Source: an optimization exercise on an open RTL-to-GDS flow (aim: a short achievable clock period and few clock cycles per item). Production flows keep margins and buffers that such runs may drop.
Only simulation tests tie the RTL to the original design; equivalence was not proved.
No activity file was given, so power comes from the tool's default toggle rates.

## flow/config.mk

```make
export PLATFORM = sky130hd
export DESIGN_NAME = mrct_decoder
export DESIGN_NICKNAME = mrct_decoder
export VERILOG_FILES = /design/flow/design.v
export SDC_FILE = /design/flow/constraint.sdc
export NUM_CORES = 4
export LEC_CHECK = 0
export CAP_MARGIN = 20
export CORE_MARGIN = 2
export CORE_UTILIZATION = 40
export SLEW_MARGIN = 20
```

## flow/constraint.sdc

```tcl
create_clock -name core_clock -period 11.0 [get_ports {clk}]
set_input_delay 2.2000 -clock core_clock [delete_from_list [all_inputs] [get_ports {clk}]]
set_output_delay 2.2000 -clock core_clock [all_outputs]
set_load 0.01 [all_outputs]
```

## flow/design.v

```verilog
module mrct_decoder (
    input  wire        clk,
    input  wire        rst,
    input  wire        start,
    input  wire        kind,         
    input  wire [11:0] width,
    input  wire [11:0] height,
    input  wire [23:0] src_len,
    input  wire [23:0] dst_cap,
    output wire        src_re,
    output wire [23:0] src_addr,
    input  wire [7:0]  src_rdata,
    output wire        dst_re,
    output wire [23:0] dst_raddr,
    input  wire [7:0]  dst_rdata,
    output wire        dst_we,
    output wire [23:0] dst_waddr,
    output wire [7:0]  dst_wdata,
    output wire        busy,
    output reg         done,
    output reg         error,
    output reg  [3:0]  err_code,
    output reg  [23:0] src_pos,
    output reg  [23:0] dst_pos,
    output reg  [23:0] err_pos
);
    localparam [3:0] ERR_TRUNCATED   = 4'd1,
                     ERR_SRC_SHORT   = 4'd2,
                     ERR_PIXEL_OOB   = 4'd3,
                     ERR_SHIFT_PARAM = 4'd4,
                     ERR_CONFIG      = 4'd5;
    localparam P_IDLE  = 0,
               P_CFG0  = 1,
               P_MUL   = 2,
               P_CHK   = 3,
               P_FETCH = 4,
               P_W1    = 5,
               P_W2    = 6,
               P_C1    = 7,
               P_E1    = 8,
               P_E2    = 9,
               P_E3    = 10,
               P_E4    = 11,
               P_C2    = 12,
               P_UPD   = 13,
               P_END   = 14;
    localparam NPS = 15;
    localparam [1:0] SEL_SRC = 2'd0,    
                     SEL_MEM = 2'd1,    
                     SEL_F1  = 2'd2,    
                     SEL_F2  = 2'd3;    
    function [8:0] rcd(input [5:0] ki);
        case (ki)
            6'd0: rcd = {3'd0, -6'sd3};
            6'd1: rcd = {3'd0, -6'sd6};
            6'd2: rcd = {3'd0, -6'sd9};
            6'd3: rcd = {3'd0, -6'sd12};
            6'd4: rcd = {3'd0, -6'sd15};
            6'd5: rcd = {3'd0, -6'sd18};
            6'd6: rcd = {3'd1, 6'sd9};
            6'd7: rcd = {3'd1, 6'sd6};
            6'd8: rcd = {3'd1, 6'sd3};
            6'd9: rcd = {3'd1, 6'sd0};
            6'd10: rcd = {3'd1, -6'sd3};
            6'd11: rcd = {3'd1, -6'sd6};
            6'd12: rcd = {3'd1, -6'sd9};
            6'd13: rcd = {3'd2, 6'sd9};
            6'd14: rcd = {3'd2, 6'sd6};
            6'd15: rcd = {3'd2, 6'sd3};
            6'd16: rcd = {3'd2, 6'sd0};
            6'd17: rcd = {3'd2, -6'sd3};
            6'd18: rcd = {3'd2, -6'sd6};
            6'd19: rcd = {3'd2, -6'sd9};
            6'd20: rcd = {3'd3, 6'sd9};
            6'd21: rcd = {3'd3, 6'sd6};
            6'd22: rcd = {3'd3, 6'sd3};
            6'd23: rcd = {3'd3, 6'sd0};
            6'd24: rcd = {3'd3, -6'sd3};
            6'd25: rcd = {3'd3, -6'sd6};
            6'd26: rcd = {3'd3, -6'sd9};
            6'd27: rcd = {3'd4, 6'sd6};
            6'd28: rcd = {3'd4, 6'sd3};
            6'd29: rcd = {3'd4, 6'sd0};
            6'd30: rcd = {3'd4, -6'sd3};
            6'd31: rcd = {3'd4, -6'sd6};
            6'd32: rcd = {3'd0, -6'sd1};
            6'd33: rcd = {3'd0, -6'sd1};
            6'd34: rcd = {3'd0, -6'sd2};
            6'd35: rcd = {3'd0, -6'sd2};
            6'd36: rcd = {3'd0, -6'sd3};
            6'd37: rcd = {3'd0, -6'sd3};
            6'd38: rcd = {3'd0, -6'sd4};
            6'd39: rcd = {3'd0, -6'sd4};
            6'd40: rcd = {3'd1, 6'sd3};
            6'd41: rcd = {3'd1, 6'sd3};
            6'd42: rcd = {3'd1, 6'sd2};
            6'd43: rcd = {3'd1, 6'sd2};
            6'd44: rcd = {3'd1, 6'sd1};
            6'd45: rcd = {3'd1, 6'sd1};
            6'd46: rcd = {3'd1, 6'sd0};
            6'd47: rcd = {3'd1, 6'sd0};
            6'd48: rcd = {3'd1, -6'sd1};
            6'd49: rcd = {3'd1, -6'sd1};
            6'd50: rcd = {3'd1, -6'sd2};
            6'd51: rcd = {3'd1, -6'sd2};
            6'd52: rcd = {3'd1, -6'sd3};
            6'd53: rcd = {3'd1, -6'sd3};
            6'd54: rcd = {3'd2, 6'sd2};
            6'd55: rcd = {3'd2, 6'sd2};
            6'd56: rcd = {3'd2, 6'sd1};
            6'd57: rcd = {3'd2, 6'sd1};
            6'd58: rcd = {3'd2, 6'sd0};
            6'd59: rcd = {3'd2, 6'sd0};
            6'd60: rcd = {3'd2, -6'sd1};
            6'd61: rcd = {3'd2, -6'sd1};
            6'd62: rcd = {3'd2, -6'sd2};
            6'd63: rcd = {3'd2, -6'sd2};
            default: rcd = 9'd0;
        endcase
    endfunction
    reg  [NPS-1:0] ps;
    reg            busy_r;
    reg            idle_r;          
    assign busy = busy_r;
    reg         pal;
    reg  [23:0] jdc;
    reg  [11:0] mul_m;          
    reg  [13:0] tw1;            
    reg  [15:0] tw3;            
    reg  [2:0]  mcnt;
    reg         wz;             
    reg  [23:0] pp;             
    reg  [23:0] sleft;          
    reg         sl_nz;          
    reg  [25:0] rem_p;          
    reg         rem_zero;
    reg  [23:0] dpos;           
    reg  [7:0]  cmd_r;
    reg         c_esc;          
    reg  [2:0]  c_row;          
    reg  [10:0] c_q0;           
    reg  [7:0]  e0_r, e1_r;
    reg  [17:0] c_nb;           
    reg         c_lit;
    reg  [15:0] c_rw;           
    reg  [24:0] c_u;            
    reg  [5:0]  c_dcol;         
    reg         e_oob, e_short, e_shift;
    reg  [25:0] nx_rem;
    reg  [23:0] nx_dpos, nx_pp, nx_sleft;
    reg         nx_slnz;
    reg         h_valid;
    reg         h_lit, h_final, h_one, h_two;
    reg  [1:0]  h_mode;
    reg  [17:0] h_nb;
    reg  [23:0] h_rptr;         
    reg  [23:0] h_lstart;       
    reg         be_has, be_lit, be_fin, be_last;
    reg  [1:0]  be_mode;
    reg  [17:0] be_cnt;         
    reg  [23:0] lp;             
    reg  [23:0] rp;             
    reg         i_valid, i_end;       
    reg  [1:0]  i_sel;
    reg         r_valid, r_end;       
    reg  [1:0]  r_sel;
    reg         src_re_r;
    reg  [23:0] src_addr_r;
    reg         dst_re_r;
    reg  [23:0] dst_raddr_r;
    reg         dst_we_r;
    reg  [23:0] dst_waddr_r;
    reg  [23:0] wptr;           
    reg  [7:0]  wdata;          
    reg  [7:0]  h1, h2;         
    reg         w_end;
    assign src_re    = src_re_r;
    assign src_addr  = src_addr_r;
    assign dst_re    = dst_re_r;
    assign dst_raddr = dst_raddr_r;
    assign dst_we    = dst_we_r;
    assign dst_waddr = dst_waddr_r;
    assign dst_wdata = wdata;
    wire        k_lit  = !cmd_r[7];
    wire [2:0]  k_mask = pal ? 3'd7 : 3'd3;
    wire        k_esc  = c_esc;
    wire [2:0]  k_row  = c_row;
    wire [8:0]  a_rc   = rcd({pal, src_rdata[6:2]});
    wire        a_esc  = src_rdata[7] ? ((src_rdata[2:0] & k_mask) == k_mask) : (src_rdata[6:0] == 7'h7F);
    wire [7:0]  k_n    = k_lit ? ({1'b0, cmd_r[6:0]} + 8'd1)
                               : (pal ? ({5'd0, cmd_r[2:0]} + 8'd3) : ({6'd0, cmd_r[1:0]} + 8'd1));
    wire [9:0]  k_nb   = pal ? {2'b00, k_n} : ({2'b00, k_n} + {1'b0, k_n, 1'b0});
    wire [9:0]  k_dk   = k_lit ? (pal ? 10'd128 : 10'd384) : (pal ? 10'd10 : 10'd12);    
    reg  [15:0] k_rw;
    always @(*) begin
        case (k_row)
            3'd1:    k_rw = {2'd0, tw1};
            3'd2:    k_rw = {1'd0, tw1, 1'b0};
            3'd3:    k_rw = tw3;
            3'd4:    k_rw = {tw1, 2'b00};
            default: k_rw = 16'd0;
        endcase
    end
    wire [24:0] t_src   = c_u - {9'd0, c_rw};                  
    wire [26:0] t_rem   = {1'b0, rem_p} - {9'd0, c_nb};
    wire [24:0] t_sl    = {1'b0, sleft} - {7'd0, c_nb};
    wire        c_small = (c_rw[15:5] == 11'd0);
    wire [6:0]  c_ds    = {2'b00, c_rw[4:0]} - {c_dcol[5], c_dcol};
    wire        d_le0   = c_small && (c_ds[6] || (c_ds == 7'd0));
    wire        d_is1   = c_small && (c_ds == 7'd1);
    wire        d_is2   = c_small && (c_ds == 7'd2);
    wire [23:0] sl_new  = c_lit ? t_sl[23:0] : sleft;
    wire        u_err   = e_oob || e_short || e_shift;
    wire        rd_fetch = ps[P_FETCH] && !rem_zero && sl_nz;
    wire        c1_ext   = ps[P_C1] && k_esc;
    wire        rd_ext0  = c1_ext && sl_nz;
    wire        rd_ext1  = ps[P_E1] && sl_nz;
    wire        p_rd     = rd_fetch || rd_ext0 || rd_ext1;
    wire [23:0] pp_p1    = pp + 24'd1;
    wire [23:0] sleft_m1 = sleft - 24'd1;
    wire        hv        = h_valid || (ps[P_UPD] && !u_err);     
    wire        be_go     = be_has && !(be_lit && p_rd);            
    wire        take_next = be_go && be_last && hv;                 
    wire        take_now  = !be_has && hv && !(h_lit && p_rd);      
    wire        take      = take_next || take_now;
    wire        issue_now = be_go || take_now;
    wire        issue_lit = be_go ? be_lit : h_lit;
    wire [1:0]  issue_mode = be_go ? be_mode : h_mode;
    wire [23:0] lit_addr  = be_go ? lp : h_lstart;
    wire [23:0] cpy_addr  = be_go ? rp : h_rptr;
    wire        issue_fin = be_go ? (be_fin && be_last) : (take_now && h_final && h_one);
    wire [7:0]  w_new = (r_sel == SEL_SRC) ? src_rdata :
                        (r_sel == SEL_MEM) ? dst_rdata :
                        (r_sel == SEL_F1)  ? h1 : h2;
    wire        cfg_bad   = wz || (rem_p[25:24] != 2'b00) || ({2'b00, jdc} < rem_p);
    wire        cfg_trunc = pal ? !sl_nz : (sleft < 24'd3);
    wire        accept    = ps[P_IDLE] && start && idle_r;
    wire [15:0] mul_digit = (mul_m[11:10] == 2'd3) ? tw3 :
                            (mul_m[11:10] == 2'd2) ? {1'b0, tw1, 1'b0} :
                            (mul_m[11:10] == 2'd1) ? {2'b00, tw1} : 16'd0;
    wire        mul_last  = (mcnt == 3'd5);
    wire        end_ok    = !be_has && !h_valid;
    wire        c2_go = ps[P_C2] && !h_valid;
    wire [NPS-1:0] ps_nx;
    assign ps_nx[P_IDLE]  = (ps[P_IDLE] && !accept) || (ps[P_END] && end_ok) || (ps[P_FETCH] && rem_zero);
    assign ps_nx[P_CFG0]  = accept;
    assign ps_nx[P_MUL]   = ps[P_CFG0] || (ps[P_MUL] && !mul_last);
    assign ps_nx[P_CHK]   = ps[P_MUL] && mul_last;
    assign ps_nx[P_FETCH] = ps[P_UPD] && !u_err;
    assign ps_nx[P_W1]    = rd_fetch;
    assign ps_nx[P_W2]    = ps[P_W1];
    assign ps_nx[P_C1]    = ps[P_W2];
    assign ps_nx[P_E1]    = rd_ext0;
    assign ps_nx[P_E2]    = rd_ext1;
    assign ps_nx[P_E3]    = ps[P_E2];
    assign ps_nx[P_E4]    = ps[P_E3];
    assign ps_nx[P_C2]    = (ps[P_C1] && !k_esc) || ps[P_E4] || (ps[P_CHK] && !cfg_bad && !cfg_trunc) ||
                            (ps[P_C2] && h_valid);
    assign ps_nx[P_UPD]   = c2_go;
    assign ps_nx[P_END]   = (ps[P_CHK] && (cfg_bad || cfg_trunc)) ||
                            (ps[P_FETCH] && !rem_zero && !sl_nz) ||
                            (c1_ext && !sl_nz) || (ps[P_E1] && !sl_nz) ||
                            (ps[P_UPD] && u_err) || (ps[P_END] && !end_ok);
    always @(posedge clk) begin
        if (idle_r) begin
            pal   <= kind;
            jdc   <= dst_cap;
            mul_m <= height;
            tw1   <= {2'b00, width};
            sleft <= src_len;
        end else if (p_rd) begin
            sleft <= sleft_m1;
            sl_nz <= (sleft != 24'd1);
        end else if (ps[P_UPD]) begin
            sleft <= nx_sleft;
            sl_nz <= nx_slnz;
        end
        if (ps[P_CFG0])      pp <= 24'd0;
        else if (p_rd)       pp <= pp_p1;
        else if (ps[P_UPD])  pp <= nx_pp;
        if (ps[P_W2]) begin
            cmd_r  <= src_rdata;
            c_esc  <= a_esc;
            c_row  <= a_rc[8:6];
            c_dcol <= a_rc[5:0];
        end
        if (ps[P_E3])
            c_q0 <= pal ? ({3'd0, e0_r} + {1'b0, k_dk}) : ({3'd0, e0_r} + {2'd0, e0_r, 1'b0} + {1'b0, k_dk});
        if (ps[P_E2]) e0_r  <= src_rdata;
        if (ps[P_E3]) e1_r  <= src_rdata;
        if (ps[P_CFG0]) begin
            tw1   <= pal ? tw1 : (tw1 + {tw1[12:0], 1'b0});
            tw3   <= pal ? ({2'b00, tw1} + {1'b0, tw1, 1'b0}) : ({2'b00, tw1} + {tw1[12:0], 3'b000});
            wz    <= (tw1 == 14'd0) || (mul_m == 12'd0);
            sl_nz <= (sleft != 24'd0);
            rem_p <= 26'd0;
            mcnt  <= 3'd0;
        end
        if (ps[P_MUL]) begin
            rem_p <= {rem_p[23:0], 2'b00} + {10'd0, mul_digit};
            mul_m <= {mul_m[9:0], 2'b00};
            mcnt  <= mcnt + 3'd1;
        end
        if (ps[P_CHK]) begin
            c_lit <= 1'b1;
            c_nb  <= pal ? 18'd1 : 18'd3;
        end
        if (ps[P_C1]) begin
            c_lit  <= k_lit;
            c_nb   <= {8'd0, k_nb};
            c_rw   <= k_rw;
            c_u    <= {1'b0, dpos} + {{19{c_dcol[5]}}, c_dcol};
        end
        if (ps[P_E4])
            c_nb <= {7'd0, c_q0} + {2'b00, e1_r, 8'd0} + (pal ? 18'd0 : {1'b0, e1_r, 9'd0});
        if (c2_go) begin
            e_oob    <= t_rem[26];
            e_short  <= c_lit && t_sl[24];
            e_shift  <= !c_lit && (d_le0 || t_src[24]);
            nx_rem   <= t_rem[25:0];
            nx_dpos  <= dpos + {6'd0, c_nb};
            nx_pp    <= c_lit ? pp + {6'd0, c_nb} : pp;
            nx_sleft <= sl_new;
            nx_slnz  <= (sl_new != 24'd0);
            h_lit    <= c_lit;
            h_nb     <= c_nb;
            h_one    <= (c_nb == 18'd1);
            h_two    <= (c_nb == 18'd2);
            h_final  <= ({8'd0, c_nb} == rem_p);
            h_mode   <= c_lit ? SEL_SRC : d_is1 ? SEL_F1 : d_is2 ? SEL_F2 : SEL_MEM;
            h_rptr   <= t_src[23:0];
            h_lstart <= pp;
        end
        if (ps[P_UPD] && !u_err) begin
            rem_p    <= nx_rem;
            rem_zero <= h_final;
            dpos     <= nx_dpos;
        end
        if (take_next) begin
            be_cnt  <= h_nb;
            be_last <= h_one;
            lp      <= h_lstart;
            rp      <= h_rptr;
        end else if (take_now) begin
            be_cnt  <= h_nb - 18'd1;
            be_last <= h_two;
            lp      <= h_lstart + 24'd1;
            rp      <= h_rptr + 24'd1;
        end else if (be_go) begin
            be_cnt  <= be_cnt - 18'd1;
            be_last <= (be_cnt == 18'd2);
            lp      <= lp + 24'd1;
            rp      <= rp + 24'd1;
        end
        if (take) begin
            be_lit  <= h_lit;
            be_mode <= h_mode;
            be_fin  <= h_final;
        end
        src_addr_r  <= p_rd ? pp : lit_addr;
        dst_raddr_r <= cpy_addr;
        i_sel       <= issue_mode;
        r_sel       <= i_sel;
        wdata <= w_new;
        if (r_valid) begin
            h1 <= w_new;
            h2 <= h1;
        end
        dst_waddr_r <= wptr;
        wptr        <= ps[P_CFG0] ? 24'd0 : wptr + {23'd0, r_valid};
        if (rst) begin
            ps       <= {{(NPS-1){1'b0}}, 1'b1};
            busy_r   <= 1'b0;
            idle_r   <= 1'b1;
            done     <= 1'b0;
            error    <= 1'b0;
            err_code <= 4'd0;
            src_pos  <= 24'd0;
            dst_pos  <= 24'd0;
            err_pos  <= 24'd0;
            h_valid  <= 1'b0;
            be_has   <= 1'b0;
            i_valid  <= 1'b0;
            i_end    <= 1'b0;
            r_valid  <= 1'b0;
            r_end    <= 1'b0;
            src_re_r <= 1'b0;
            dst_re_r <= 1'b0;
            dst_we_r <= 1'b0;
            w_end    <= 1'b0;
        end else begin
            ps <= ps_nx;
            if (!idle_r) dst_pos <= dpos;
            if (ps[P_CFG0]) dpos <= 24'd0;
            if (ps[P_CHK]) begin
                src_pos <= 24'd0;
                err_pos <= 24'd0;
                if (cfg_bad)        err_code <= ERR_CONFIG;
                else if (cfg_trunc) err_code <= ERR_TRUNCATED;
            end
            if (ps[P_FETCH]) begin
                src_pos <= pp;
                err_pos <= rem_zero ? 24'd0 : pp;
                if (!rem_zero && !sl_nz) err_code <= ERR_TRUNCATED;
            end
            if ((c1_ext || ps[P_E1]) && !sl_nz) err_code <= ERR_TRUNCATED;
            if (ps[P_UPD] && u_err)
                err_code <= e_oob ? ERR_PIXEL_OOB : e_short ? ERR_SRC_SHORT : ERR_SHIFT_PARAM;
            h_valid <= hv && !take;
            if (take_next)     be_has <= 1'b1;
            else if (take_now) be_has <= !h_one;
            else if (be_go)    be_has <= !be_last;
            i_valid  <= issue_now;
            i_end    <= (ps[P_END] && end_ok) || issue_fin;
            src_re_r <= p_rd || (issue_now && issue_lit);
            dst_re_r <= issue_now && !issue_lit && (issue_mode == SEL_MEM);
            r_valid  <= i_valid;
            r_end    <= i_end;
            dst_we_r <= r_valid;
            w_end    <= r_end;
            if (accept) begin
                busy_r   <= 1'b1;
                idle_r   <= 1'b0;
                done     <= 1'b0;
                error    <= 1'b0;
                err_code <= 4'd0;
            end
            if (w_end) begin
                busy_r <= 1'b0;
                idle_r <= 1'b1;
                done   <= (err_code == 4'd0);
                error  <= (err_code != 4'd0);
            end
        end
    end
endmodule
```

## flow/flow/run.sh

```bash
#!/bin/bash
set -euo pipefail
MARGIN=${MARGIN:-8.0}
bash standard.sh synth > synth.log 2>&1
bash standard.sh SETUP_SLACK_MARGIN=$MARGIN finish > layout.log 2>&1
```

## flow/standard.sh

```bash
#!/bin/bash
# synth_recipe.tcl (not shown) runs the flow's synth.tcl, then flattens the netlist and writes it again
# the make line also repeats each setting of config.mk as NAME=value (left out here)
make -C /OpenROAD-flow-scripts/flow DESIGN_CONFIG=/design/flow/config.mk WORK_HOME=/design/flow/orfs CLKGATE_MAP_FILE= SYNTH_SCRIPT=/design/flow/synth_recipe.tcl "${@:-finish}"
```

==> metrics.csv, run 1 <==
metric,value,unit
Placer Congestion,0.9018,
power per cell area,130.3,nW/um^2
Post-Syn Area per Cell,9.950,sq um
Max VDD drop,0.0001000,V
drt wl/cell,22.29,um
antenna violations before repair,9,
Hold Crit Class,flip-flop to flip-flop,
TritonCTS clock tree,done,
drt first pass iters,6,
post-synth top area share,34.77,%
min-delay src,i_sel[1],
period utilization,35.91,%
RSZ-0062 raised after global routing,true,
crit path from,c_nb[0],
"antenna viol nets, final",0,
Critical Path RT,11400,ps
H-tree depth,3,
final slew viol count,0,
"commonest non-fill, non-tap cell in the layout",edfxtp_1,
Worst Setup End Kind,flip-flop,
Netlist cell types,87,
Syn. warnings,1,
Vias,35450,
"area leader, netlist",edfxtp_1,
Final HPWL DP,85510,um
Final min period,3951,ps
vias in the first global route,32800,
Clock Tree Buf Depth,3,
vias per cell,5.731,
PortBufs,253,
initial DRC count,3624,
I/O pins,254,
Die Height,328.3,um
CP Data Arrival Time,4350,ps
Syn Nets,4588,
Pleak,21.41,nW
final wirelength,137800,um
largest net degree at the start of global routing,80,
clk root buf,clkbuf_16,
hold depth,0,
Final Net Count,5090,
Final Hold Fails,0,
layout cells sized above 1,26.58,%
core area,103900,sq um
setup tns final,0,ps
worst-margin pin slew,1073,ps
first-pass GRT wire length,201500,um
Startpoint Class,flip-flop,
Slew HR,28.44,%
synthesis-to-layout area growth,30.82,%
Worst Skew,38.54,ps
Synth Cell Area,42060,sq um
Clock Sinks,750,
CP Max Fanout,3,
die area,107800,sq um
Starting Density,40.46,%
Clock transition at path regs,60,ps
Regs by FF count,"nx_rem (26), rem_p (26), c_u (25)",
Peak Freq,253.1,MHz
Seq cells post-synth,750,
Clock Latency Late Sink,680,ps
Post-synth top flop,edfxtp_1,
hold_buf cts,0,
grt total ovfl,0,
endpoints failing setup,0,
RR Startpoint,c_nb[0],
R2R cell count,13,
sequential cell area fraction in the yosys report,47.29,%
Post-Synthesis Cells,4227,
dpl ws,5466,ps
Pwr Total,7.169,mW
"commonest cells after routing, fill and taps aside","edfxtp_1, nor2_1, nand2_1",
max-cap violation count,0,
kind of critical path,flip-flop to flip-flop,
Die W,328.3,um
run status,no timing/DRC/antenna violations,
Post-synth EDFFs,487,
final worst slack,7050,ps
Rows,118,
total CTS buffers,84,
all-layer global routing usage,24.22,%
Post-synth ARST share,0,%
Synth area leaders,"edfxtp_1, dfxtp_1, ha_1, a21oi_1, nor2_1",
# DRC,0,
==> repair_timing <==
| item | CTS | global route |
|---|---|---|
| gates cloned | 27 | 4 |
| setup buffers | 186 | 103 |
| endpoints found under the setup margin | 509 | 380 |
| gates resized for setup | 1208 | 372 |
| pin swaps | 127 | 175 |
==> final timing paths <==
| path | end | slack (ps) |
|---|---|---|
| max reg2reg | nx_slnz | 7050 |
| min | r_sel[1] | 350 |
| max | nx_slnz | 7050 |
| min reg2reg | r_sel[1] | 350 |
==> cell families after synthesis <==
| logic type | synth area share [%] |
|---|---|
| buffers and inverters | 3.525 |
| AO/OA/AOI/OAI | 16.05 |
| multiplexers | 4.858 |
| XOR/XNOR | 4.707 |
| flip-flops | 47.29 |
| AND/OR/NAND/NOR | 15.21 |
| adder cells (fa/ha/maj) | 8.360 |
==> cell usage after synthesis, types with 18 or more instances <==
cell type / n
or3_1: 35
and2_1: 30
dfxtp_1: 263
o211ai_1: 27
o31ai_1: 25
a211oi_1: 36
inv_1: 188
edfxtp_1: 487
a21oi_1: 341
a31oi_1: 48
nor4_1: 43
xor2_1: 84
and3_1: 41
nor2_1: 377
nor3_1: 75
a21o_1: 54
o21ai_0: 280
nor3b_1: 46
xnor2_1: 142
nand2b_1: 47
nor2b_1: 77
nand3_1: 93
a22o_1: 23
clkbuf_1: 164
o22ai_1: 18
nand2_1: 372
ha_1: 249
fa_1: 20
mux2i_1: 104
nand4_1: 36
a22oi_1: 46
o21a_1: 40
mux2_2: 69
==> area by class of cell <==
cell class | instances | area [sq um]
Timing Repair inverter | 1 | 8.758
Fill cell | 9012 | 48920
Antenna cell | 4 | 10.01
Multi-Input combinational cell | 3100 | 23280
Sequential cell | 750 | 20100
Tap cell | 1380 | 1727
Clock buffer | 115 | 2406
Inverter | 190 | 742.0
Timing Repair Buffer | 602 | 6223
Clock inverter | 43 | 521.8
==> routing by layer <==
| metal | part of all wire (%) | wire, um | track usage (%) |
|---|---|---|---|
| met4 | 3.4 | 4694 | 7.594 |
| met3 | 9.3 | 12810 | 3.998 |
| met5 | 0.013 | 18 | 0 |
| met2 | 44 | 60600 | 37.17 |
| met1 | 43 | 59720 | 34.88 |
==> worst max-delay path, cell delays in order, from the launching register on <==
cell and delay [ps]:
edfxtp_1 510, ha_4 190, inv_2 30, fa_2 350, a211o_1 290, a21o_1 210, o211ai_1 250, buf_4 170
a21oi_2 40, nand3b_1 210, o31a_1 310, xnor2_1 150, or4_1 500, or4b_1 470
==> through the flow <==
step	instances	hold WS (ps)	utilization [%]	area, sq um
after detailed placement	5703	312.1	44.51	46260
after CTS	6074	345.7	50.53	52520
after floorplan	4227	309.6	-	42740
after global placement	5703	313.9	44.51	46260
final	6185	348.4	52.93	55020
after global routing	6183	353.1	52.93	55020
==> power breakdown <==
| group | switching (mW) | internal [mW] | total, mW |
|---|---|---|---|
| clock network | 1.23 | 1.76 | 2.99 |
| registers | 0.0947 | 3.08 | 3.17 |
| logic | 0.529 | 0.474 | 1.00 |
Testbench counts, summed over its fixed seeds: cycles 378,159, bytes 374,011.
==> run 2, diff against run 1 <==
--- a/flow/design.v
+++ b/flow/design.v
@@ -149,7 +149,6 @@
     reg  [25:0] nx_rem;
     reg  [23:0] nx_dpos, nx_pp, nx_sleft;
-    reg         nx_slnz;
     reg         h_valid;
-    reg         h_lit, h_final, h_one, h_two;
+    reg         h_lit, h_final, h_one;
     reg  [1:0]  h_mode;
     reg  [17:0] h_nb;
@@ -221,13 +220,11 @@
     wire        hv        = h_valid || (ps[P_UPD] && !u_err);     
     wire        be_go     = be_has && !(be_lit && p_rd);            
-    wire        take_next = be_go && be_last && hv;                 
-    wire        take_now  = !be_has && hv && !(h_lit && p_rd);      
-    wire        take      = take_next || take_now;
-    wire        issue_now = be_go || take_now;
-    wire        issue_lit = be_go ? be_lit : h_lit;
-    wire [1:0]  issue_mode = be_go ? be_mode : h_mode;
-    wire [23:0] lit_addr  = be_go ? lp : h_lstart;
-    wire [23:0] cpy_addr  = be_go ? rp : h_rptr;
-    wire        issue_fin = be_go ? (be_fin && be_last) : (take_now && h_final && h_one);
+    wire        take      = hv && (!be_has || (be_go && be_last));   
+    wire        issue_now = be_go;
+    wire        issue_lit = be_lit;
+    wire [1:0]  issue_mode = be_mode;
+    wire [23:0] lit_addr  = lp;
+    wire [23:0] cpy_addr  = rp;
+    wire        issue_fin = be_go && be_fin && be_last;
     wire [7:0]  w_new = (r_sel == SEL_SRC) ? src_rdata :
                         (r_sel == SEL_MEM) ? dst_rdata :
@@ -274,5 +271,5 @@
         end else if (ps[P_UPD]) begin
             sleft <= nx_sleft;
-            sl_nz <= nx_slnz;
+            sl_nz <= (nx_sleft != 24'd0);
         end
         if (ps[P_CFG0])      pp <= 24'd0;
@@ -314,5 +311,5 @@
         if (ps[P_E4])
             c_nb <= {7'd0, c_q0} + {2'b00, e1_r, 8'd0} + (pal ? 18'd0 : {1'b0, e1_r, 9'd0});
-        if (c2_go) begin
+        begin
             e_oob    <= t_rem[26];
             e_short  <= c_lit && t_sl[24];
@@ -322,9 +319,9 @@
             nx_pp    <= c_lit ? pp + {6'd0, c_nb} : pp;
             nx_sleft <= sl_new;
-            nx_slnz  <= (sl_new != 24'd0);
+        end
+        if (!h_valid) begin
             h_lit    <= c_lit;
             h_nb     <= c_nb;
             h_one    <= (c_nb == 18'd1);
-            h_two    <= (c_nb == 18'd2);
             h_final  <= ({8'd0, c_nb} == rem_p);
             h_mode   <= c_lit ? SEL_SRC : d_is1 ? SEL_F1 : d_is2 ? SEL_F2 : SEL_MEM;
@@ -332,19 +329,14 @@
             h_lstart <= pp;
         end
-        if (ps[P_UPD] && !u_err) begin
+        if (ps[P_UPD]) begin
             rem_p    <= nx_rem;
             rem_zero <= h_final;
-            dpos     <= nx_dpos;
+            if (!u_err) dpos <= nx_dpos;
         end
-        if (take_next) begin
+        if (take) begin
             be_cnt  <= h_nb;
             be_last <= h_one;
             lp      <= h_lstart;
             rp      <= h_rptr;
-        end else if (take_now) begin
-            be_cnt  <= h_nb - 18'd1;
-            be_last <= h_two;
-            lp      <= h_lstart + 24'd1;
-            rp      <= h_rptr + 24'd1;
         end else if (be_go) begin
             be_cnt  <= be_cnt - 18'd1;
@@ -408,7 +400,6 @@
                 err_code <= e_oob ? ERR_PIXEL_OOB : e_short ? ERR_SRC_SHORT : ERR_SHIFT_PARAM;
             h_valid <= hv && !take;
-            if (take_next)     be_has <= 1'b1;
-            else if (take_now) be_has <= !h_one;
-            else if (be_go)    be_has <= !be_last;
+            if (take)       be_has <= 1'b1;
+            else if (be_go) be_has <= !be_last;
             i_valid  <= issue_now;
             i_end    <= (ps[P_END] && end_ok) || issue_fin;
==> metrics.csv, run 2 <==
metric,value,unit
"commonest cells after routing, fill and taps aside","nand2_1, edfxtp_1, nor2_1",
Post-synth ARST share,0,%
sequential cell area fraction in the yosys report,49.23,%
Clock Tree Buf Depth,3,
worst path cell trace,buf_6 -> nor2b_4 -> a22o_1 -> ha_2 -> buf_4 -> buf_4 -> a21o_1 -> a21oi_2 -> o21bai_2 -> a2111oi_4 -> o31ai_4 -> o41a_1 -> buf_6 -> nand3_4 -> xnor2_2 -> o31ai_2,
post-synth top area share,30.17,%
Netlist cell types,92,
TritonCTS clock tree,done,
Placer Congestion,0.8584,
slowest CP cell,edfxtp_1,
I/O pins,254,
Critical Path Max Stage Delay,480,ps
mux share of post-synthesis cell area,3.070,%
first-pass GRT wire length,167300,um
kind of critical path,flip-flop to flip-flop,
Max VDD drop,0.0001356,V
drt first pass iters,5,
Post-synth EDFFs,384,
setup tns final,0,ps
Final Net Count,4514,
PortBufs,253,
core area,94870,sq um
clk root buf,clkbuf_16,
initial DRC count,2399,
# DRC,0,
Synth top cells by count,"nand2_1, edfxtp_1, dfxtp_1, nor2_1, ha_1",
Post-Synthesis Cells,3775,
Clock Sinks,748,
Startpoint Class,flip-flop,
max-cap violation count,0,
Final min period,3431,ps
"CP delay by family, top",compound AO/OA/AOI/OAI gates,
Clock Latency Late Sink,650,ps
Worst Skew,24.86,ps
Final Hold Fails,0,
count of buffer and inverter cells on the critical path,4,
Worst Setup End Kind,flip-flop,
Peak Freq,291.5,MHz
area share of and/or/nand/nor cells after synthesis,14.37,%
Starting Density,40.29,%
Regs by FF count,"nx_rem (26), rem_p (26), c_u (25)",
total CTS buffers,85,
largest net degree at the start of global routing,72,
hold depth,0,
Hold Crit Class,flip-flop to flip-flop,
Critical Path RT,11370,ps
Final HPWL DP,73460,um
Synth Cell Area,38220,sq um
Synth area leaders,"edfxtp_1, dfxtp_1, ha_1, nand2_1, xnor2_1",
complex-gate fraction of the synthesized area,14.30,%
final wirelength,109900,um
top sig layer,met5,
final slew viol count,0,
Seq cells post-synth,748,
Die Height,313.1,um
Syn Nets,4135,
"antenna viol nets, final",0,
vias in the first global route,28360,
drt wl/cell,20.00,um
"commonest non-fill, non-tap cell in the layout",nand2_1,
Die W,313.1,um
largest family of logic cells by synthesized area,simple AND/OR/NAND/NOR gates,
layout cells sized above 1,21.08,%
R2R cell count,16,
Rows,113,
die area,98050,sq um
power per cell area,146.2,nW/um^2
synthesis-to-layout area growth,24.67,%
Vias,29550,
final worst slack,7569,ps
cell with the most instances after synthesis,nand2_1,
RSZ-0062 raised after global routing,true,
CP Max Fanout,4,
met1 WL,49780,um
dpl ws,6453,ps
H-tree depth,3,
Syn. warnings,1,
XOR/XNOR share of the synthesized area,6.576,%
endpoints failing setup,0,
WL met3,6521,um
placed cell area,42080,sq um
met2 wire length,50420,um
Post-synth top flop,edfxtp_1,
Slew HR,30.59,%
Clock transition at path regs,60,ps
all-layer global routing usage,21.82,%
"area leader, netlist",edfxtp_1,
worst-margin pin slew,1041,ps
Crit. path cell count,16,
Post-Syn Area per Cell,10.13,sq um
period utilization,31.19,%
antenna violations before repair,1,
grt total ovfl,0,
final instance area,47660,sq um
Pleak,19.19,nW
vias per cell,5.379,
Adder-Cell Fraction of Synth Area,9.165,%
run status,no timing/DRC/antenna violations,
CP Data Arrival Time,3800,ps
==> run 2: changes by cell type in the layout (fill, tap and decap cells not counted), sizes merged, moves of 22 or more <==
| cell | before | now |
|---|---|---|
| dfxtp | 263 | 364 |
| nand2 | 376 | 412 |
| edfxtp | 487 | 384 |
| mux2 | 71 | 42 |
| o21ai | 282 | 256 |
| a31oi | 48 | 21 |
| a21oi | 343 | 249 |
| nor2 | 379 | 296 |
| xor2 | 84 | 115 |
| mux2i | 104 | 52 |
| buf | 497 | 345 |
| xnor2 | 142 | 172 |
| a21o | 55 | 77 |
==> run 2: area by class of cell <==
cell class | instances | area (sq um)
Antenna cell | 1 | 2.502
Clock inverter | 33 | 277.8
Timing Repair Buffer | 439 | 4210
Clock buffer | 127 | 2524
Inverter | 176 | 686.9
Tap cell | 1265 | 1583
Multi-Input combinational cell | 2704 | 19350
Sequential cell | 748 | 19020
Fill cell | 8548 | 47210
==> run 2: repair_timing <==
| item | in CTS | in global routing |
|---|---|---|
| setup buffers | 86 | 72 |
| endpoints found under the setup margin | 473 | 415 |
| gates resized for setup | 1024 | 197 |
| pin swaps | 39 | 107 |
| cloned | 9 | 1 |
| hold buffers | 0 | 0 |
| endpoints found under the hold margin | 0 | 0 |
==> run 2: worst reg2reg max path: stages, from the launching register on <==
cell	delay, ps
edfxtp_1	480
buf_6	160
nor2b_4	130
a22o_1	220
ha_2	180
buf_4	130
buf_4	120
a21o_1	160
a21oi_2	180
o21bai_2	120
a2111oi_4	400
o31ai_4	100
o41a_1	360
buf_6	160
nand3_4	60
xnor2_2	120
o31ai_2	70
==> run 2: worst paths after layout <==
check | endpoint | startpoint | slack [ps]
worst min register to register | r_sel[0] | i_sel[0] | 330
worst min-delay path | r_sel[0] | i_sel[0] | 330
worst max register to register | rem_p[23] | mul_m[10] | 7570
worst max-delay path | rem_p[23] | mul_m[10] | 7570
==> run 2: stage by stage <==
step           power (mW)  hold slack (ps)  instances  utilization, %
2_1_floorplan       3.787            309.6       3775               -
3_3_place_gp        4.023            320.9       5164           44.36
3_5_place_dp        4.032            320.0       5164           44.36
4_1_cts             6.961            328.6       5419           48.76
5_1_grt             7.242            336.1       5492           50.23
6_report            6.969            329.1       5493           50.23
==> run 2: report_power, final <==
group          switching [mW]  internal [mW]
Sequential              0.127           3.05
Clock                    1.18           1.66
Combinational           0.498          0.445
Total                    1.81           5.16
==> run 2: cells by family after synthesis <==
group / count (synthesis)
and+or+nand+nor: 1173
muxes: 102
buffers and inverters: 327
AOI/OAI and AO/OA: 870
xor gates and xnor gates: 287
DFF: 748
adders and majority gates: 268
==> run 2: metal layers <==
layer / vias to the layer above / track usage [%]
li1: 14270 / -
met2: 841 / 35.39
met3: 163 / 3.527
met5: - / 0
met1: 14270 / 29.90
met4: 2 / 6.753
Testbench counts of run 2, summed over its fixed seeds: cycles 378,399, bytes 374,011.
==> run 3, diff against run 2 <==
--- a/flow/design.v
+++ b/flow/design.v
@@ -129,4 +129,5 @@
     reg  [15:0] tw3;            
     reg  [2:0]  mcnt;
+    reg  [15:0] mul_d;          
     reg         wz;             
     reg  [23:0] pp;             
@@ -170,5 +171,4 @@
     reg         dst_we_r;
     reg  [23:0] dst_waddr_r;
-    reg  [23:0] wptr;           
     reg  [7:0]  wdata;          
     reg  [7:0]  h1, h2;         
@@ -236,5 +236,5 @@
                             (mul_m[11:10] == 2'd2) ? {1'b0, tw1, 1'b0} :
                             (mul_m[11:10] == 2'd1) ? {2'b00, tw1} : 16'd0;
-    wire        mul_last  = (mcnt == 3'd5);
+    wire        mul_last  = (mcnt == 3'd6);
     wire        end_ok    = !be_has && !h_valid;
     wire        c2_go = ps[P_C2] && !h_valid;
@@ -292,8 +292,10 @@
             sl_nz <= (sleft != 24'd0);
             rem_p <= 26'd0;
+            mul_d <= 16'd0;
             mcnt  <= 3'd0;
         end
         if (ps[P_MUL]) begin
-            rem_p <= {rem_p[23:0], 2'b00} + {10'd0, mul_digit};
+            rem_p <= {rem_p[23:0], 2'b00} + {10'd0, mul_d};
+            mul_d <= mul_digit;
             mul_m <= {mul_m[9:0], 2'b00};
             mcnt  <= mcnt + 3'd1;
@@ -359,6 +361,5 @@
             h2 <= h1;
         end
-        dst_waddr_r <= wptr;
-        wptr        <= ps[P_CFG0] ? 24'd0 : wptr + {23'd0, r_valid};
+        dst_waddr_r <= ps[P_CFG0] ? 24'd0 : dst_waddr_r + {23'd0, dst_we_r};
         if (rst) begin
             ps       <= {{(NPS-1){1'b0}}, 1'b1};
==> metrics.csv, run 3 <==
metric,value,unit
run status,no timing/DRC/antenna violations,
hold_buf cts,0,
worst-margin pin slew,1121,ps
final instance area,47910,sq um
largest net degree at the start of global routing,107,
Netlist cell types,91,
Starting Density,40.23,%
Vias,30140,
Synth area leaders,"edfxtp_1, dfxtp_1, ha_1, nand2_1, xnor2_1",
"area leader, netlist",edfxtp_1,
"commonest cells after routing, fill and taps aside","nand2_1, edfxtp_1, nor2_1",
Final Hold Fails,0,
Worst Setup End Kind,primary output,
power per cell area,141.8,nW/um^2
Final HPWL DP,75390,um
Synth top cells by count,"nand2_1, edfxtp_1, dfxtp_1, nor2_1, o21ai_0",
Startpoint Class,flip-flop,
all-layer global routing usage,21.62,%
slowest CP cell,dfxtp_4,
worst path cell trace,buf_6,
# DRC,0,
Final min period,3353,ps
synthesis-to-layout area growth,23.69,%
Worst Skew,30.02,ps
H-tree depth,3,
endpoints failing setup,0,
cell with the most instances after synthesis,nand2_1,
Rows,114,
setup tns final,0,ps
period utilization,30.48,%
PortBufs,253,
Syn Nets,4229,
Post-Synthesis Cells,3867,
"commonest non-fill, non-tap cell in the layout",nand2_1,
grt total ovfl,0,
antenna violations before repair,1,
max-cap violation count,0,
kind of critical path,flip-flop to primary output,
Max VDD drop,0.0001108,V
Critical Path Max Stage Delay,380,ps
Clock Sinks,740,
die area,99340,sq um
Peak Freq,298.2,MHz
Critical Path RT,8800,ps
sequential cell area fraction in the yosys report,48.58,%
Clock Latency Late Sink,660,ps
Placer Congestion,0.8745,
post-synth top area share,31.01,%
final slew viol count,0,
CP Max Fanout,1,
total CTS buffers,84,
CP Data Arrival Time,1150,ps
first-pass GRT wire length,166300,um
Post-Syn Area per Cell,10.02,sq um
layout cells sized above 1,19.75,%
Final Net Count,4617,
worst hold margin,404.3,ps
vias in the first global route,28250,
Seq cells post-synth,740,
I/O pins,254,
Clock Tree Buf Depth,3,
"antenna viol nets, final",0,
Die W,315.2,um
RSZ-0062 raised after global routing,true,
TritonCTS clock tree,done,
Post-synth EDFFs,400,
initial DRC count,2519,
final wirelength,112900,um
drt first pass iters,7,
Post-synth top flop,edfxtp_1,
Pleak,19.23,nW
clk root buf,clkbuf_16,
core area,96280,sq um
Clock transition at path regs,60,ps
Syn. warnings,1,
drt wl/cell,20.16,um
Synth Cell Area,38740,sq um
count of buffer and inverter cells on the critical path,1,
Post-synth ARST share,0,%
"CP delay by family, top",flip-flops,
Hold Crit Class,flip-flop to flip-flop,
Slew HR,25.24,%
Die Height,315.2,um
vias per cell,5.381,
Regs by FF count,"nx_rem (26), rem_p (26), c_u (25)",
placed cell area,42550,sq um
## run 3: changes by cell type after synthesis, sizes merged, moves of 10 or more
cell	before	now
buf	49	32
inv	175	185
nand3	78	88
dfxtp	364	340
edfxtp	384	400
nor2	296	333
a211oi	22	33
clkbuf	102	121
a21o	76	49
nand2	412	435
or3	20	30
a22o	24	14
## run 3: worst paths after layout
path	end	cells after the start	slack, ps	start
setup / recovery	dst_re	1	7650	dst_re_r
hold / removal	dst_raddr_r[1]	0	400	rp[1]
setup reg to reg	c_q0[8]	17	7920	pal
hold reg to reg	dst_raddr_r[1]	0	400	rp[1]
## run 3: kinds of logic after synthesis
family	count (synthesis)	synth area share (%)
AOI/OAI and AO/OA	861	13.85
xor gates and xnor gates	276	6.241
adders and majority gates	270	9.109
buffers and inverters	338	3.346
DFF	740	48.58
muxes	110	3.233
and+or+nand+nor	1272	15.64
## run 3: report_power, final
| group | total [mW] | internal, mW | leakage, nW | switching, mW |
|---|---|---|---|---|
| logic | 0.866 | 0.401 | 11.1 | 0.465 |
| clock network | 2.78 | 1.61 | 1.36 | 1.17 |
| registers | 3.14 | 3.03 | 6.75 | 0.111 |
## run 3: area by class of cell
class | instances | area, sq um
diodes | 1 | 2.502
clock buffers | 122 | 2467
clock inverters | 33 | 294.0
fillers | 8818 | 48370
inverters | 185 | 735.7
multi-input cells | 2795 | 19370
flip-flops and latches | 740 | 19050
well taps | 1276 | 1597
repair buffers | 448 | 4384
repair inverters | 1 | 11.26
## run 3: timing repair
action,in CTS,in global routing
endpoints found under the setup margin,476,364
gates resized for setup,1023,154
pin swaps,24,51
setup buffers,85,74
gates cloned,8,7
## run 3: through the flow
| step | utilization [%] | instances | total power [mW] | setup slack [ps] |
|---|---|---|---|---|
| 2_1_floorplan | - | 3867 | 3.747 | 7639 |
| 3_3_place_gp | 44.19 | 5271 | 3.971 | 6287 |
| 3_5_place_dp | 44.19 | 5271 | 3.977 | 6313 |
| 4_1_cts | 48.44 | 5519 | 6.792 | 7616 |
| 5_1_grt | 49.76 | 5600 | 7.065 | 7624 |
| 6_report | 49.76 | 5601 | 6.796 | 7647 |
## run 3: layer usage
metal | GRT usage (%) | part of all wire (%) | wire (um)
met3 | 3.394 | 6.2 | 6950
met5 | 0 | 0 | 0
met2 | 33.98 | 45 | 51230
met1 | 30.37 | 46 | 51630
met4 | 7.067 | 2.8 | 3106
Testbench counts of run 3, summed over its fixed seeds: cycles 378,511, bytes 374,011.
==> run 4, diff against run 3 <==
--- a/flow/config.mk
+++ b/flow/config.mk
@@ -8,4 +8,4 @@
 export CAP_MARGIN = 20
 export CORE_MARGIN = 2
-export CORE_UTILIZATION = 40
+export CORE_UTILIZATION = 55
 export SLEW_MARGIN = 20
==> metrics.csv, run 4 <==
metric,value,unit
Multi-input gate area,19260,sq um
drt wl/cell,21.12,um
Critical Path Max Stage Delay,390,ps
"CP delay by family, top",flip-flops,
Syn Nets,4229,
Final min period,3329,ps
PortBufs,253,
drt first pass iters,6,
vias in the first global route,29480,
Synth area leaders,"edfxtp_1, dfxtp_1, ha_1, nand2_1, xnor2_1",
Max VDD drop,0.0001232,V
Final Hold Fails,0,
Hold Crit Class,flip-flop to flip-flop,
Peak Freq,300.4,MHz
die area,72570,sq um
kind of critical path,flip-flop to primary output,
final slew viol count,0,
Startpoint Class,flip-flop,
Slew HR,32.26,%
Clock Tree Buf Depth,3,
Starting Density,55.41,%
TritonCTS clock tree,done,
I/O pins,254,
Post-Synthesis Cells,3867,
"area leader, netlist",edfxtp_1,
final wirelength,110600,um
cell with the most instances after synthesis,nand2_1,
largest net degree at the start of global routing,93,
setup tns final,0,ps
CP Data Arrival Time,1130,ps
Final HPWL DP,76070,um
all-layer global routing usage,29.43,%
"commonest cells after routing, fill and taps aside","nand2_1, edfxtp_1, nor2_1",
CP Max Fanout,2,
run status,no timing/DRC/antenna violations,
grt total ovfl,0,
Post-synth top flop,edfxtp_1,
register area,19040,sq um
clk root buf,clkbuf_16,
Pleak,18.91,nW
Post-synth EDFFs,400,
vias per cell,5.892,
initial DRC count,2846,
sequential cell area fraction in the yosys report,48.58,%
placed cell area,42090,sq um
max-cap violation count,0,
final worst slack,7671,ps
Clock transition at path regs,50,ps
layout cells sized above 1,18.65,%
Clock Sinks,740,
core area,69910,sq um
"commonest non-fill, non-tap cell in the layout",nand2_1,
total CTS buffers,82,
H-tree depth,3,
Filler cells,5502,
post-synth top area share,31.01,%
worst-margin pin slew,1016,ps
Placer Congestion,0.8777,
worst path cell trace,buf_6,
Worst Setup End Kind,primary output,
Pwr Total,6.739,mW
antenna violations before repair,4,
synthesis-to-layout area growth,21.17,%
Clock Latency Late Sink,630,ps
Inst Count DP,4929,
Seq cells post-synth,740,
Vias,30860,
Final Net Count,4588,
dpl ws,6092,ps
final instance count without filler cells,5237,
Netlist cell types,91,
Rows,97,
Die W,269.4,um
# DRC,0,
Post-synth ARST share,0,%
period utilization,30.26,%
Die Height,269.4,um
Synth top cells by count,"nand2_1, edfxtp_1, dfxtp_1, nor2_1, o21ai_0",
final core utilization,67.14,%
power per cell area,143.6,nW/um^2
"antenna viol nets, final",0,
Critical Path RT,8800,ps
count of buffer and inverter cells on the critical path,1,
worst hold margin,398.8,ps
Worst Skew,23.68,ps
Syn. warnings,1,
final instance area,46940,sq um
Regs by FF count,"nx_rem (26), rem_p (26), c_u (25)",
Post-Syn Area per Cell,10.02,sq um
Synth Cell Area,38740,sq um
endpoints failing setup,0,
slowest CP cell,dfxtp_4,
first-pass GRT wire length,168900,um
hold_buf cts,0,
RSZ-0062 raised after global routing,true,
[run 4: cell counts after synthesis]
Identical to the previous run, type by type.
[run 4: area by class of cell]
type                    instances  area share (%)
well taps                     940           2.506
inverters                     185           1.554
clock inverters                31          0.6371
clock buffers                 123           5.020
multi-input cells            2790           41.04
repair buffers                426           8.648
repair inverters                1         0.01866
flip-flops and latches        740           40.57
diodes                          1        0.005331
[run 4: what timing repair did]
action                                  4_1_cts  5_1_grt
pin swaps                                    16       49
endpoints found under the setup margin      449      391
gates cloned                                  5        0
resized for setup                           997      143
buffers inserted                             91       57
[run 4: kinds of logic (layout without fill, tap and decap cells)]
group,count (synthesis),after routing,share of synthesized area [%]
and+or+nand+nor,1272,1272,15.64
buffers and inverters,338,766,3.346
DFF,740,740,48.58
xor gates and xnor gates,276,276,6.241
muxes,110,110,3.233
adders and majority gates,270,270,9.109
other,0,1,0
AOI/OAI and AO/OA,861,862,13.85
[run 4: report_power, final]
part / leakage, nW / switching [mW] / total (mW) / internal, mW
combinational: 10.9 / 0.474 / 0.865 / 0.390
sequential: 6.75 / 0.128 / 3.16 / 3.03
clock: 1.30 / 1.13 / 2.71 / 1.58
[run 4: worst paths after layout]
kind | startpoint | end | slack (ps) | cells past startpoint
worst min register to register | rp[23] | dst_raddr_r[23] | 400 | 0
worst max register to register | c_dcol[0] | c_u[22] | 8000 | 11
worst max-delay path | src_pos[2] | src_pos[2] | 7670 | 1
worst min-delay path | rp[23] | dst_raddr_r[23] | 400 | 0
[run 4: routing by layer]
metal	track usage [%]	up-vias	share of wire (%)
met2	47.76	1158	46
met5	0	-	0
met4	10.31	0	3.4
met1	40.20	14900	43
li1	-	14600	-
met3	4.569	198	7.1
==> run 5, diff against run 4 <==
--- a/flow/config.mk
+++ b/flow/config.mk
@@ -8,4 +8,4 @@
 export CAP_MARGIN = 20
 export CORE_MARGIN = 2
-export CORE_UTILIZATION = 55
+export CORE_UTILIZATION = 65
 export SLEW_MARGIN = 20
==> metrics.csv, run 5 <==
metric,value,unit
run status,no timing/DRC/antenna violations,
Final min period,3315,ps
"antenna viol nets, final",0,
Inst Count DP,4761,
Peak Freq,301.7,MHz
final slew viol count,0,
Multi-input gate area,19340,sq um
Slew HR,24.65,%
register area,19030,sq um
Critical Path RT,8800,ps
Hold Crit Class,flip-flop to flip-flop,
Worst Setup End Kind,primary output,
worst-margin pin slew,1127,ps
Placer Congestion,0.9132,
dpl ws,6207,ps
I/O pins,254,
Regs by FF count,"nx_rem (26), rem_p (26), c_u (25)",
CP Data Arrival Time,1110,ps
Post-Syn Area per Cell,10.02,sq um
"area leader, netlist",edfxtp_1,
Post-synth EDFFs,400,
"commonest non-fill, non-tap cell in the layout",nand2_1,
period utilization,30.13,%
vias in the first global route,30250,
Syn. warnings,1,
Pleak,19.19,nW
Vias,31710,
Clock Sinks,740,
sequential cell area fraction in the yosys report,48.58,%
initial DRC count,2946,
Max VDD drop,0.0001626,V
Synth Cell Area,38740,sq um
"CP delay by family, top",flip-flops,
synthesis-to-layout area growth,21.83,%
cell with the most instances after synthesis,nand2_1,
drt first pass iters,6,
Critical Path Max Stage Delay,370,ps
Synth top cells by count,"nand2_1, edfxtp_1, dfxtp_1, nor2_1, o21ai_0",
Seq cells post-synth,740,
drt wl/cell,21.78,um
grt total ovfl,0,
Post-synth ARST share,0,%
# DRC,0,
Die W,248.1,um
kind of critical path,flip-flop to primary output,
Post-Synthesis Cells,3867,
count of buffer and inverter cells on the critical path,1,
Final HPWL DP,72950,um
worst path cell trace,buf_6,
Final Net Count,4611,
antenna violations before repair,5,
Syn Nets,4229,
Starting Density,65.63,%
total CTS buffers,79,
slowest CP cell,dfxtp_2,
Die Height,248.1,um
TritonCTS clock tree,done,
Clock Latency Late Sink,640,ps
final instance count without filler cells,5092,
RR Startpoint,cmd_r[7],
Netlist cell types,91,
max-cap violation count,0,
core area,59020,sq um
Filler cells,3570,
Final Hold Fails,0,
Synth area leaders,"edfxtp_1, dfxtp_1, ha_1, nand2_1, xnor2_1",
PortBufs,253,
endpoints failing setup,0,
final worst slack,7685,ps
RSZ-0062 raised after global routing,true,
min-delay src,i_sel[1],
hold_buf cts,0,
all-layer global routing usage,34.40,%
crit path from,err_pos[12],
H-tree depth,3,
Startpoint Class,flip-flop,
power per cell area,142.8,nW/um^2
setup tns final,0,ps
Clock transition at path regs,60,ps
post-synth top area share,31.01,%
final wirelength,110900,um
vias per cell,6.227,
clk root buf,clkbuf_16,
first-pass GRT wire length,164600,um
Post-synth top flop,edfxtp_1,
Clock Tree Buf Depth,3,
Rows,89,
largest net degree at the start of global routing,84,
"commonest cells after routing, fill and taps aside","nand2_1, edfxtp_1, nor2_1",
CP Max Fanout,2,
Worst Skew,22.11,ps
die area,61560,sq um
layout cells sized above 1,19.60,%
-- run 5: cell count changes in the layout (fill, tap and decap cells not counted), sizes merged --
cell	change
clkinvlp	-2
a21o	+2
inv	+5
bufbuf	+2
buf	+19
clkinv	+5
clkbuf	-12
diode	+2
a21oi	+1
-- run 5: metal layers --
| metal | global-route usage [%] | vias up | routed length (um) |
|---|---|---|---|
| met5 | 0 | - | 0 |
| met1 | 44.75 | 15060 | 43920 |
| li1 | - | 14680 | - |
| met3 | 6.389 | 351 | 9742 |
| met4 | 16.35 | 0 | 5814 |
| met2 | 55.78 | 1622 | 51420 |
-- run 5: cell families (layout without fill, tap and decap cells) --
family | count (synthesis) | after routing | synth area share, %
flops | 740 | 740 | 48.58
compound gates | 861 | 865 | 13.85
other cells | 0 | 3 | 0
mux | 110 | 110 | 3.233
simple gates | 1272 | 1272 | 15.64
xor+xnor | 276 | 276 | 6.241
buf+inv | 338 | 783 | 3.346
fa+ha+maj | 270 | 270 | 9.109
-- run 5: timing repair --
| action | in CTS | in global routing |
|---|---|---|
| endpoints found under the setup margin | 438 | 433 |
| pin swaps | 24 | 59 |
| gates resized for setup | 1001 | 178 |
| buffers inserted | 83 | 86 |
| gates cloned | 9 | 2 |
-- run 5: cell type report --
type / instances / share of cell area [%]
clock buffer: 109 / 4.910
inverter: 185 / 1.567
antenna: 3 / 0.01591
multi-input combinational: 2793 / 40.99
timing repair buffer: 449 / 9.344
sequential: 740 / 40.33
tap: 773 / 2.050
clock inverter: 39 / 0.7636
timing repair inverter: 1 / 0.02386
-- run 5: report_power, final --
| part | total (mW) | switching, mW | internal [mW] | leakage, nW |
|---|---|---|---|---|
| logic | 0.869 | 0.476 | 0.393 | 11.1 |
| registers | 3.16 | 0.122 | 3.03 | 6.75 |
| clock network | 2.72 | 1.13 | 1.58 | 1.34 |
-- run 5: final timing paths --
check / slack, ps / to / cells after the start
max: 7690 / err_pos[12] / 1
min reg2reg: 380 / r_sel[1] / 0
min: 380 / r_sel[1] / 0
max reg2reg: 7930 / c_nb[8] / 13
-- run 5: stage by stage --
stage / instance area (sq um) / total power [mW] / utilization (%) / hold slack, ps
after floorplan: 38900 / 3.747 / - / 309.6
after global placement: 41870 / 3.946 / 70.93 / 379.4
after detailed placement: 41870 / 3.980 / 70.93 / 364.9
after CTS: 45780 / 6.687 / 77.57 / 383.0
after global routing: 47190 / 6.955 / 79.95 / 388.7
final: 47190 / 6.741 / 79.96 / 382.5
==> run 6, diff against run 5 <==
--- a/flow/design.v
+++ b/flow/design.v
@@ -129,5 +129,4 @@
     reg  [15:0] tw3;            
     reg  [2:0]  mcnt;
-    reg  [15:0] mul_d;          
     reg         wz;             
     reg  [23:0] pp;             
@@ -148,6 +147,4 @@
     reg  [5:0]  c_dcol;         
     reg         e_oob, e_short, e_shift;
-    reg  [25:0] nx_rem;
-    reg  [23:0] nx_dpos, nx_pp, nx_sleft;
     reg         h_valid;
     reg         h_lit, h_final, h_one;
@@ -171,4 +168,5 @@
     reg         dst_we_r;
     reg  [23:0] dst_waddr_r;
+    reg  [23:0] wptr;           
     reg  [7:0]  wdata;          
     reg  [7:0]  h1, h2;         
@@ -209,5 +207,5 @@
     wire        d_is1   = c_small && (c_ds == 7'd1);
     wire        d_is2   = c_small && (c_ds == 7'd2);
-    wire [23:0] sl_new  = c_lit ? t_sl[23:0] : sleft;
+    wire [23:0] u_sleft = h_lit ? (sleft - {6'd0, h_nb}) : sleft;
     wire        u_err   = e_oob || e_short || e_shift;
     wire        rd_fetch = ps[P_FETCH] && !rem_zero && sl_nz;
@@ -236,5 +234,5 @@
                             (mul_m[11:10] == 2'd2) ? {1'b0, tw1, 1'b0} :
                             (mul_m[11:10] == 2'd1) ? {2'b00, tw1} : 16'd0;
-    wire        mul_last  = (mcnt == 3'd6);
+    wire        mul_last  = (mcnt == 3'd5);
     wire        end_ok    = !be_has && !h_valid;
     wire        c2_go = ps[P_C2] && !h_valid;
@@ -270,10 +268,10 @@
             sl_nz <= (sleft != 24'd1);
         end else if (ps[P_UPD]) begin
-            sleft <= nx_sleft;
-            sl_nz <= (nx_sleft != 24'd0);
+            sleft <= u_sleft;
+            sl_nz <= (u_sleft != 24'd0);
         end
         if (ps[P_CFG0])      pp <= 24'd0;
         else if (p_rd)       pp <= pp_p1;
-        else if (ps[P_UPD])  pp <= nx_pp;
+        else if (ps[P_UPD] && h_lit) pp <= pp + {6'd0, h_nb};
         if (ps[P_W2]) begin
             cmd_r  <= src_rdata;
@@ -292,10 +290,8 @@
             sl_nz <= (sleft != 24'd0);
             rem_p <= 26'd0;
-            mul_d <= 16'd0;
             mcnt  <= 3'd0;
         end
         if (ps[P_MUL]) begin
-            rem_p <= {rem_p[23:0], 2'b00} + {10'd0, mul_d};
-            mul_d <= mul_digit;
+            rem_p <= {rem_p[23:0], 2'b00} + {10'd0, mul_digit};
             mul_m <= {mul_m[9:0], 2'b00};
             mcnt  <= mcnt + 3'd1;
@@ -317,8 +313,4 @@
             e_short  <= c_lit && t_sl[24];
             e_shift  <= !c_lit && (d_le0 || t_src[24]);
-            nx_rem   <= t_rem[25:0];
-            nx_dpos  <= dpos + {6'd0, c_nb};
-            nx_pp    <= c_lit ? pp + {6'd0, c_nb} : pp;
-            nx_sleft <= sl_new;
         end
         if (!h_valid) begin
@@ -332,7 +324,7 @@
         end
         if (ps[P_UPD]) begin
-            rem_p    <= nx_rem;
+            rem_p    <= rem_p - {8'd0, h_nb};
             rem_zero <= h_final;
-            if (!u_err) dpos <= nx_dpos;
+            if (!u_err) dpos <= dpos + {6'd0, h_nb};
         end
         if (take) begin
@@ -361,5 +353,6 @@
             h2 <= h1;
         end
-        dst_waddr_r <= ps[P_CFG0] ? 24'd0 : dst_waddr_r + {23'd0, dst_we_r};
+        dst_waddr_r <= wptr;
+        wptr        <= ps[P_CFG0] ? 24'd0 : wptr + {23'd0, r_valid};
         if (rst) begin
             ps       <= {{(NPS-1){1'b0}}, 1'b1};
--- a/flow/config.mk
+++ b/flow/config.mk
@@ -8,4 +8,4 @@
 export CAP_MARGIN = 20
 export CORE_MARGIN = 2
-export CORE_UTILIZATION = 65
+export CORE_UTILIZATION = 40
 export SLEW_MARGIN = 20
==> metrics.csv, run 6 <==
metric,value,unit
post-synth top area share,31.79,%
Synth top cells by count,"edfxtp_1, nand2_1, nor2_1, ha_1, dfxtp_1",
synthesis-to-layout area growth,29.47,%
Post-Synthesis Cells,3652,
largest net degree at the start of global routing,76,
run status,no timing/DRC/antenna violations,
power per cell area,137.9,nW/um^2
Netlist cell types,80,
period utilization,32.44,%
Die W,305.1,um
Seq cells post-synth,650,
Post-synth EDFFs,384,
final wirelength,110600,um
hold_buf cts,0,
Peak Freq,280.3,MHz
Slew HR,33.47,%
Filler cells,7888,
Final HPWL DP,73000,um
CP Max Fanout,4,
Critical Path RT,11500,ps
"area leader, netlist",edfxtp_1,
I/O pins,254,
Synth area leaders,"edfxtp_1, dfxtp_1, ha_1, nand2_1, xnor2_1",
vias per cell,5.460,
Starting Density,40.36,%
kind of critical path,flip-flop to flip-flop,
Post-synth ARST share,0,%
Pleak,19.12,nW
antenna violations before repair,0,
PortBufs,253,
core area,89870,sq um
Clock Sinks,650,
drt first pass iters,6,
# DRC,0,
worst-margin pin slew,998.0,ps
H-tree depth,3,
drt wl/cell,20.65,um
Largest register FFs,26,
Die Height,305.1,um
sequential cell area fraction in the yosys report,46.47,%
"antenna viol nets, final",0,
Syn Nets,4048,
clk root buf,clkbuf_16,
Regs by FF count,"rem_p (26), c_u (25)",
total CTS buffers,75,
Clock transition at path regs,60,ps
Final min period,3568,ps
vias in the first global route,28320,
Final Net Count,4519,
Rows,110,
"commonest cells after routing, fill and taps aside","edfxtp_1, nand2_1, nor2_1",
Post-synth top flop,edfxtp_1,
die area,93100,sq um
Final Hold Fails,0,
first-pass GRT wire length,167100,um
Multi-input gate area,19860,sq um
largest register by flop count,rem_p,
grt total ovfl,0,
final slew viol count,0,
"commonest non-fill, non-tap cell in the layout",edfxtp_1,
# diodes,0,
max-cap violation count,0,
final core utilization,52.25,%
RSZ-0062 raised after global routing,true,
Worst Skew,27.21,ps
Clock Latency Late Sink,650,ps
Max VDD drop,0.0001064,V
all-layer global routing usage,23.13,%
setup tns final,0,ps
Post-Syn Area per Cell,9.932,sq um
Hold Crit Class,flip-flop to flip-flop,
final instance count without filler cells,5358,
Clock Tree Buf Depth,3,
Placer Congestion,0.8830,
endpoints failing setup,0,
Synth Cell Area,36270,sq um
Startpoint Class,flip-flop,
Inst Count DP,4974,
register area,17040,sq um
Vias,29260,
Syn. warnings,1,
layout cells sized above 1,24.89,%
CP Data Arrival Time,4070,ps
TritonCTS clock tree,done,
initial DRC count,2350,
Worst Setup End Kind,flip-flop,
-- run 6: changes by cell type after synthesis, sizes merged, moves of 23 or more --
cell,change
dfxtp,-74
nand2,-51
ha,+34
o21ai,-34
nor2,-30
a21o,+23
-- run 6: path summary, 6_finish.rpt --
| check | start | endpoint | slack, ps | depth (start not counted) |
|---|---|---|---|---|
| max | ps[4] | pp[20] | 7430 | 18 |
| min | i_sel[1] | r_sel[1] | 330 | 0 |
| max reg2reg | ps[4] | pp[20] | 7430 | 18 |
| min reg2reg | i_sel[1] | r_sel[1] | 330 | 0 |
-- run 6: what timing repair did --
action | 4_1_cts | 5_1_grt
endpoints found under the setup margin | 443 | 338
buffers inserted | 148 | 86
gates cloned | 14 | 0
pin swaps | 121 | 142
gates resized for setup | 1124 | 252
-- run 6: final cells by class --
| cell class | count | area share (%) |
|---|---|---|
| clock buffer | 100 | 4.636 |
| clock inverter | 36 | 0.7807 |
| inverter | 186 | 1.639 |
| multi-input combinational | 2679 | 42.29 |
| sequential | 650 | 36.29 |
| tap | 1176 | 3.133 |
| timing repair buffer | 531 | 11.23 |
-- run 6: kinds of logic (layout without fill, tap and decap cells) --
group           count (synthesis)  after routing  synth area share [%]
compound gates                840            840                 14.51
xor+xnor                      270            270                 6.520
fa+ha+maj                     304            304                 10.90
buf+inv                       323            853                 3.374
flops                         650            650                 46.47
mux                            84             84                 2.736
simple gates                 1181           1181                 15.49
-- run 6: metal layers --
metal | GRT usage [%] | share of wire [%] | up-vias
li1 | - | - | 14110
met1 | 30.01 | 43 | 14190
met2 | 38.99 | 48 | 803
met3 | 3.637 | 5.7 | 158
met4 | 8.312 | 3.4 | 0
met5 | 0 | 0 | -
-- run 6: critical path: stages (launching register included) --
cell,delay (ps)
dfxtp_4,350
buf_12,120
nor2b_4,130
buf_12,120
o31ai_4,260
buf_12,150
nand2b_4,50
ha_4,160
fa_2,340
a21o_1,170
a21oi_2,160
o21bai_1,110
a2111o_1,450
nand2_2,110
o2111ai_2,140
o211ai_1,230
o21ai_1,140
xnor2_1,150
nor2_1,50
-- run 6: power by group --
group	total [mW]	internal, mW	switching [mW]
sequential	2.77	2.66	0.115
clock	2.58	1.50	1.07
combinational	1.13	0.548	0.578
-- run 6: metrics by stage --
stage	setup WS, ps	hold slack [ps]	total power, mW	area (sq um)
floorplan	7224	309.6	3.415	36670
global placement	6121	311.6	3.651	40190
detailed placement	6105	312.1	3.660	40190
CTS	7456	339.9	6.377	45250
global route	7218	353.0	6.734	46960
finish	7432	331.8	6.474	46960
Testbench counts of run 6, summed over its fixed seeds: cycles 378,399, bytes 374,011.

## re-timing with driven ports
In the flow no input, the clock included, has a driving cell. The finished layouts below were timed again as built, in two steps. Step 1, drivers: a clkbuf_16 drives clk and a buf_2 each remaining input, both assumed. Step 2 also shifts input and output timing later by t, the mid clock arrival at the registers, as if the neighbouring blocks saw the same clock. Slacks: ideal ports / drivers / drivers and shift; pairs: ideal ports / drivers.
run	t (ns)	slack for setup (ns)	worst register clock-pin slew, ns	worst data-port slew with drivers (ns)	cell pins on the clock port's net
run 1	0.735	7.049 / 7.049 / 7.049	0.07 / 0.07	0.06	1
run 2	0.710	7.569 / 7.561 / 7.352	0.06 / 0.06	0.12	1
run 3	0.717	7.647 / 7.578 / 7.371	0.06 / 0.06	0.08	1
run 4	0.691	7.671 / 7.603 / 7.371	0.06 / 0.06	0.09	1
run 5	0.696	7.685 / 7.618 / 7.349	0.07 / 0.07	0.09	1
run 6	0.698	7.432 / 7.432 / 7.223	0.06 / 0.06	0.06	1
After both steps setup and hold are still met in every run listed. For run 5, which loses most, drivers alone change the setup slack by -0.067 ns; drivers and shift together by -0.336 ns.
